From an optimization exercise on the open Yosys and OpenROAD flow, aimed at small area; shortcuts taken in it are not production practice. The RTL was checked by simulation tests, not by an equivalence proof against the original design. No activity file was given, so power comes from the tool's default toggle rates.

==> flow/design.v <==
module l2c_rx8 (
    input  wire       clk,
    input  wire       rst,
    input  wire       rx_valid,
    input  wire [2:0] rx_ch,
    input  wire       rx_level,
    output wire       rep_byte_valid,
    output wire [7:0] rep_byte,
    output wire       rep_end_valid,
    output wire       rep_end_ok,
    output wire [2:0] rep_ch
);
    localparam integer NCH = 8;
    reg  [NCH-1:0] q_sel;       
    reg            q_level;
    always @(posedge clk) begin
        if (rst)
            q_sel <= {NCH{1'b0}};
        else
            q_sel <= {{(NCH-1){1'b0}}, rx_valid} << rx_ch;
        q_level <= rx_level;
    end
    wire q_valid = |q_sel;
    reg        s_lvl  [0:NCH-1];
    reg [2:0]  s_ones [0:NCH-1];
    reg [7:0]  s_sh   [0:NCH-1];
    reg [10:0] s_bc   [0:NCH-1];
    reg [15:0] s_crc  [0:NCH-1];
    reg         r_lvl;
    reg  [2:0]  r_ones;
    reg  [7:0]  r_sh;
    reg  [10:0] r_bc;
    reg  [15:0] r_crc;
    reg  [2:0]  r_ch;
    integer k;
    always @(*) begin
        r_lvl  = 1'b0;
        r_ones = 3'd0;
        r_sh   = 8'h00;
        r_bc   = 11'd0;
        r_crc  = 16'h0000;
        r_ch   = 3'd0;
        for (k = 0; k < NCH; k = k + 1) begin
            r_lvl  = r_lvl  | (s_lvl[k]  & q_sel[k]);
            r_ones = r_ones | (s_ones[k] & {3{q_sel[k]}});
            r_sh   = r_sh   | (s_sh[k]   & {8{q_sel[k]}});
            r_bc   = r_bc   | (s_bc[k]   & {11{q_sel[k]}});
            r_crc  = r_crc  | (s_crc[k]  & {16{q_sel[k]}});
            r_ch   = r_ch   | (k[2:0]    & {3{q_sel[k]}});
        end
    end
    wire        d      = (q_level == r_lvl);            
    wire        in_a   = |r_sh;                         
    wire        in_b   = !in_a && |r_bc[6:0];           
    wire        sync   = in_a || |r_bc[6:0];
    wire        ones5  = (r_ones == 3'd5);
    wire        ones6  = (r_ones == 3'd6);
    wire        abort  = d && r_ones[2] && r_ones[1];   
    wire        flag   = !d && ones6;
    wire        app    = sync && !abort && !flag && !ones5;
    wire        bytec  = app && r_sh[0];                
    wire        have   = |r_bc;                         
    wire        enough = !in_a || |r_bc[10:2];
    wire        aligned = in_a ? (r_sh[1] && !r_sh[0]) : r_bc[6];
    wire        x6     = in_a ? r_sh[2] : r_bc[5];      
    wire        over   = app && !in_a && r_bc[6];       
    wire        last   = r_bc[10] && !(|r_bc[9:0]);    
    wire        fcs_ok = (r_crc == (x6 ? 16'hD92F : 16'h9F0B));
    wire [2:0]  n_ones = !d ? 3'd0 : (r_ones == 3'd7) ? 3'd7 : r_ones + 3'd1;
    wire [7:0]  n_sh   = (abort || over)     ? 8'h00 :
                         flag                ? 8'h80 :
                         bytec               ? (last ? 8'h00 : 8'h80) :
                         (app && in_a)       ? {d, r_sh[7:1]} : r_sh;
    wire        bc_wr  = flag || abort || over || bytec || (app && in_b);
    wire [10:0] n_bc   = (flag || abort || over) ? 11'd0 :
                         {r_bc[9:0], bytec ? ((r_bc[10] ^ r_bc[8]) || !have) : d};
    wire        crc_wr = flag || app;
    wire [15:0] n_crc  = flag ? 16'hFFFF :
                         ((r_crc >> 1) ^ ((r_crc[0] ^ d) ? 16'h8408 : 16'h0000));
    assign rep_byte       = {d, r_sh[7:1]};
    assign rep_byte_valid = q_valid && bytec;
    assign rep_end_valid  = q_valid && (((abort || flag) && sync && have) || over);
    assign rep_end_ok     = flag && aligned && enough && fcs_ok;
    assign rep_ch         = r_ch;
    wire        w_lvl  = rst ? 1'b0 : q_level;
    wire [2:0]  w_ones = rst ? 3'd0 : n_ones;
    wire [7:0]  w_sh   = rst ? 8'h00 : n_sh;
    wire [10:0] w_bc   = rst ? 11'd0 : n_bc;
    integer c;
    always @(posedge clk) begin
        for (c = 0; c < NCH; c = c + 1) begin
            if (rst || q_sel[c]) begin
                s_lvl[c]  <= w_lvl;
                s_ones[c] <= w_ones;
                s_sh[c]   <= w_sh;
            end
            if (rst || (q_sel[c] && bc_wr))
                s_bc[c]   <= w_bc;
            if (q_sel[c] && crc_wr)
                s_crc[c]  <= n_crc;
        end
    end
endmodule
Settings: LEC_CHECK=0, CAP_MARGIN=0, CORE_MARGIN=2, CORE_UTILIZATION=50, PLACE_DENSITY=0.7, SLEW_MARGIN=0; clock period 6.0 ns.
standard.sh (not shown) runs the stock make flow with config.mk's settings and CLKGATE_MAP_FILE= SYNTH_SCRIPT=/design/flow/synth_recipe.tcl, a recipe that flattens the netlist after the stock synthesis.
==> flow/flow/run.sh <==
#!/bin/bash
# Layout flow: the standard flow (standard.sh) with these changes:
#  - synthesis maps the logic with ABC's area mapper (flow/synth.tcl,
#    flow/abc_area.script); registers are mapped exactly as in the standard
#    synthesis;
#  - port buffers use the smallest buffer cell;
#  - drivers of large loads get drive strength 4 before placement
#    (flow/pre_gp.tcl);
#  - CTS uses clkbuf_4 cells in small clusters and adds no dummy loads.
# Each step's full output is in orfs/logs/; make's output is in flow.log.
set -euo pipefail
here=$(pwd)
export MY_ABC_SCRIPT=$here/flow/abc_area.script
export PRE_GLOBAL_PLACE_TCL=$here/flow/pre_gp.tcl
export BUFFER_PORTS_ARGS="-buffer_cell sky130_fd_sc_hd__buf_1"
export CTS_ARGS="-sink_clustering_enable -repair_clock_nets -dont_use_dummy_load -buf_list sky130_fd_sc_hd__clkbuf_4 -sink_clustering_size 10 -sink_clustering_max_diameter 40"
sed "s#SYNTH_SCRIPT=[^ ]*#SYNTH_SCRIPT=$here/flow/synth.tcl#" standard.sh > own_standard.sh
grep -q "SYNTH_SCRIPT=$here/flow/synth.tcl" own_standard.sh
bash own_standard.sh finish > flow.log 2>&1
==> flow/flow/pre_gp.tcl <==
# Before global placement: give each driver of a large load (12 or more
# input pins) the _4 drive strength of its cell, so that timing-driven
# placement does not add a buffer after it.
set upsized 0
foreach inst [get_cells *] {
  set cell [get_property $inst ref_name]
  if {![regexp {^(sky130_fd_sc_hd__[a-z0-9]+)_([0-9]+)$} $cell -> base drive]} { continue }
  if {$drive >= 4} { continue }
  if {[string match *buf* $base] || [string match *inv* $base]} { continue }
  set big 0
  foreach opin [get_pins -of_objects $inst -filter "direction==output"] {
    set net [get_nets -of_objects $opin]
    if {$net eq ""} { continue }
    set n [llength [get_pins -of_objects $net -filter "direction==input"]]
    if {$n >= 12} { set big 1 }
  }
  if {!$big} { continue }
  set lc [get_lib_cells -quiet ${base}_4]
  if {$lc eq ""} { puts "pre_gp: no ${base}_4 for [get_full_name $inst]"; continue }
  puts "pre_gp: [get_full_name $inst] $cell -> ${base}_4"
  replace_cell $inst $lc
  incr upsized
}
puts "pre_gp: upsized $upsized drivers"
Other scripts of this flow, unchanged in this note and not shown: flow/flow/abc_area.script, flow/flow/synth.tcl
The baseline passed the timing, DRC and antenna checks.
Next try:
--- a/flow/flow/run.sh
+++ b/flow/flow/run.sh
@@ -6,4 +6,2 @@
 #  - port buffers use the smallest buffer cell;
-#  - drivers of large loads get drive strength 4 before placement
-#    (flow/pre_gp.tcl);
 #  - CTS uses clkbuf_4 cells in small clusters and adds no dummy loads.
@@ -13,3 +11,3 @@
 export MY_ABC_SCRIPT=$here/flow/abc_area.script
-export PRE_GLOBAL_PLACE_TCL=$here/flow/pre_gp.tcl
+export GPL_KEEP_OVERFLOW=0.3
 export BUFFER_PORTS_ARGS="-buffer_cell sky130_fd_sc_hd__buf_1"
Settings changed: CORE_UTILIZATION 50 to 40, PLACE_DENSITY 0.7 to not set.
removed: flow/flow/pre_gp.tcl
What happened: Sequential share of layout area went down by 1.7 points. Design area went up by 2.0%. Final cell count went up by 9.5%. Total power went up by 0.61%.
Next try:
--- a/flow/flow/run.sh
+++ b/flow/flow/run.sh
@@ -6,2 +6,4 @@
 #  - port buffers use the smallest buffer cell;
+#  - drivers of large loads get drive strength 4 before placement
+#    (flow/pre_gp.tcl);
 #  - CTS uses clkbuf_4 cells in small clusters and adds no dummy loads.
@@ -11,5 +13,5 @@
 export MY_ABC_SCRIPT=$here/flow/abc_area.script
-export GPL_KEEP_OVERFLOW=0.3
+export PRE_GLOBAL_PLACE_TCL=$here/flow/pre_gp.tcl
 export BUFFER_PORTS_ARGS="-buffer_cell sky130_fd_sc_hd__buf_1"
-export CTS_ARGS="-sink_clustering_enable -repair_clock_nets -dont_use_dummy_load -buf_list sky130_fd_sc_hd__clkbuf_4 -sink_clustering_size 10 -sink_clustering_max_diameter 40"
+export CTS_ARGS="-sink_clustering_enable -repair_clock_nets -dont_use_dummy_load -buf_list sky130_fd_sc_hd__clkbuf_4 -sink_clustering_size 10 -sink_clustering_max_diameter 55"
 sed "s#SYNTH_SCRIPT=[^ ]*#SYNTH_SCRIPT=$here/flow/synth.tcl#" standard.sh > own_standard.sh
==> flow/flow/pre_gp.tcl (new file) <==
# Before global placement: give each driver of a large load (12 or more
# input pins) the _4 drive strength of its cell, so that timing-driven
# placement does not add a buffer after it.
set upsized 0
foreach inst [get_cells *] {
  set cell [get_property $inst ref_name]
  if {![regexp {^(sky130_fd_sc_hd__[a-z0-9]+)_([0-9]+)$} $cell -> base drive]} { continue }
  if {$drive >= 4} { continue }
  if {[string match *buf* $base] || [string match *inv* $base]} { continue }
  set big 0
  foreach opin [get_pins -of_objects $inst -filter "direction==output"] {
    set net [get_nets -of_objects $opin]
    if {$net eq ""} { continue }
    set n [llength [get_pins -of_objects $net -filter "direction==input"]]
    if {$n >= 12} { set big 1 }
  }
  if {!$big} { continue }
  set lc [get_lib_cells -quiet ${base}_4]
  if {$lc eq ""} { puts "pre_gp: no ${base}_4 for [get_full_name $inst]"; continue }
  puts "pre_gp: [get_full_name $inst] $cell -> ${base}_4"
  replace_cell $inst $lc
  incr upsized
}
puts "pre_gp: upsized $upsized drivers"
Settings changed: PLACE_DENSITY set to 0.75.
=> Design area drops by 1.3%; setup slack gains 0.23 ns; clock power drops by 5.5%; non-clock buffer count drops by 28; power drops by 1.6%; flip-flop and latch count does not change.
Next try:
--- a/flow/flow/run.sh
+++ b/flow/flow/run.sh
@@ -15,3 +15,3 @@
 export BUFFER_PORTS_ARGS="-buffer_cell sky130_fd_sc_hd__buf_1"
-export CTS_ARGS="-sink_clustering_enable -repair_clock_nets -dont_use_dummy_load -buf_list sky130_fd_sc_hd__clkbuf_4 -sink_clustering_size 10 -sink_clustering_max_diameter 55"
+export CTS_ARGS="-sink_clustering_enable -repair_clock_nets -dont_use_dummy_load -buf_list sky130_fd_sc_hd__clkbuf_4 -sink_clustering_size 10 -sink_clustering_max_diameter 40"
 sed "s#SYNTH_SCRIPT=[^ ]*#SYNTH_SCRIPT=$here/flow/synth.tcl#" standard.sh > own_standard.sh
Settings changed: PLACE_DENSITY 0.75 to not set.
Outcome: Global-route usage went up by 2.1 points. Design area went up by 0.32%. Synthesized cell count stays the same. Worst setup slack gets worse by 0.24 ns. Register-to-register slack gets worse by 0.02 ns. Wire length went up by 13%.
Next try:
--- a/flow/flow/run.sh
+++ b/flow/flow/run.sh
@@ -6,4 +6,2 @@
 #  - port buffers use the smallest buffer cell;
-#  - drivers of large loads get drive strength 4 before placement
-#    (flow/pre_gp.tcl);
 #  - CTS uses clkbuf_4 cells in small clusters and adds no dummy loads.
@@ -13,3 +11,2 @@
 export MY_ABC_SCRIPT=$here/flow/abc_area.script
-export PRE_GLOBAL_PLACE_TCL=$here/flow/pre_gp.tcl
 export BUFFER_PORTS_ARGS="-buffer_cell sky130_fd_sc_hd__buf_1"
removed: flow/flow/pre_gp.tcl
Effect: Via count shrinks by 0.71%. Fmax shrinks by 0.63%. Final cell count grows by 1.6%.
Next try:
--- a/flow/flow/run.sh
+++ b/flow/flow/run.sh
@@ -6,2 +6,4 @@
 #  - port buffers use the smallest buffer cell;
+#  - drivers of large loads get drive strength 4 before placement
+#    (flow/pre_gp.tcl);
 #  - CTS uses clkbuf_4 cells in small clusters and adds no dummy loads.
@@ -11,2 +13,3 @@
 export MY_ABC_SCRIPT=$here/flow/abc_area.script
+export PRE_GLOBAL_PLACE_TCL=$here/flow/pre_gp.tcl
 export BUFFER_PORTS_ARGS="-buffer_cell sky130_fd_sc_hd__buf_1"
==> flow/flow/pre_gp.tcl (new file) <==
# Before global placement: give each driver of a large load (12 or more
# input pins) the _4 drive strength of its cell, so that timing-driven
# placement does not add a buffer after it.
set upsized 0
foreach inst [get_cells *] {
  set cell [get_property $inst ref_name]
  if {![regexp {^(sky130_fd_sc_hd__[a-z0-9]+)_([0-9]+)$} $cell -> base drive]} { continue }
  if {$drive >= 4} { continue }
  if {[string match *buf* $base] || [string match *inv* $base]} { continue }
  set big 0
  foreach opin [get_pins -of_objects $inst -filter "direction==output"] {
    set net [get_nets -of_objects $opin]
    if {$net eq ""} { continue }
    set n [llength [get_pins -of_objects $net -filter "direction==input"]]
    if {$n >= 12} { set big 1 }
  }
  if {!$big} { continue }
  set lc [get_lib_cells -quiet ${base}_4]
  if {$lc eq ""} { puts "pre_gp: no ${base}_4 for [get_full_name $inst]"; continue }
  puts "pre_gp: [get_full_name $inst] $cell -> ${base}_4"
  replace_cell $inst $lc
  incr upsized
}
puts "pre_gp: upsized $upsized drivers"
Settings changed: CORE_UTILIZATION 40 to 60, PLACE_DENSITY set to 0.75.
Worst setup slack improves by 0.11 ns.
Power goes down by 0.38%.
Sequential power is about the same.
Combinational power goes down by about 4%.
Global-route usage goes up by 8.4 points.
Wire length goes down by 5.4%.
Synthesized area is unchanged.
Final area goes down by 1.7%.
Synthesized cell count is unchanged.
Register-to-register slack improves by 0.37 ns.

==> static timing again, ports no longer ideal <==
The results above use ideal ports. As a check the final layouts listed here were re-extracted and re-timed, cells and wires unchanged.
Step 1 sets driving cells, clkbuf_16 on the clock port and buf_2 on the other inputs (assumed; they add their load-dependent delay and slew).
Step 2 also shifts input and output timing later by t, the mid clock arrival at the registers, as if the neighbouring blocks saw the same clock.
Slacks: ideal / step 1 / step 2; pairs: ideal / step 1.
run | t (ns) | setup WS [ns] | worst data-port slew with drivers (ns) | pins driven straight from the clock port
the first run | 0.685 | 0.479 / 0.438 / 1.059 | 0.03 | 1
the second run | 0.662 | 0.393 / 0.353 / 0.878 | 0.04 | 1
the third run | 0.642 | 0.619 / 0.582 / 1.010 | 0.03 | 1
the fourth run | 0.689 | 0.378 / 0.338 / 0.987 | 0.03 | 1
the fifth run | 0.671 | 0.342 / 0.304 / 0.673 | 0.07 | 1
the sixth run | 0.666 | 0.449 / 0.408 / 1.041 | 0.04 | 1
After both steps every run listed still meets setup and hold.
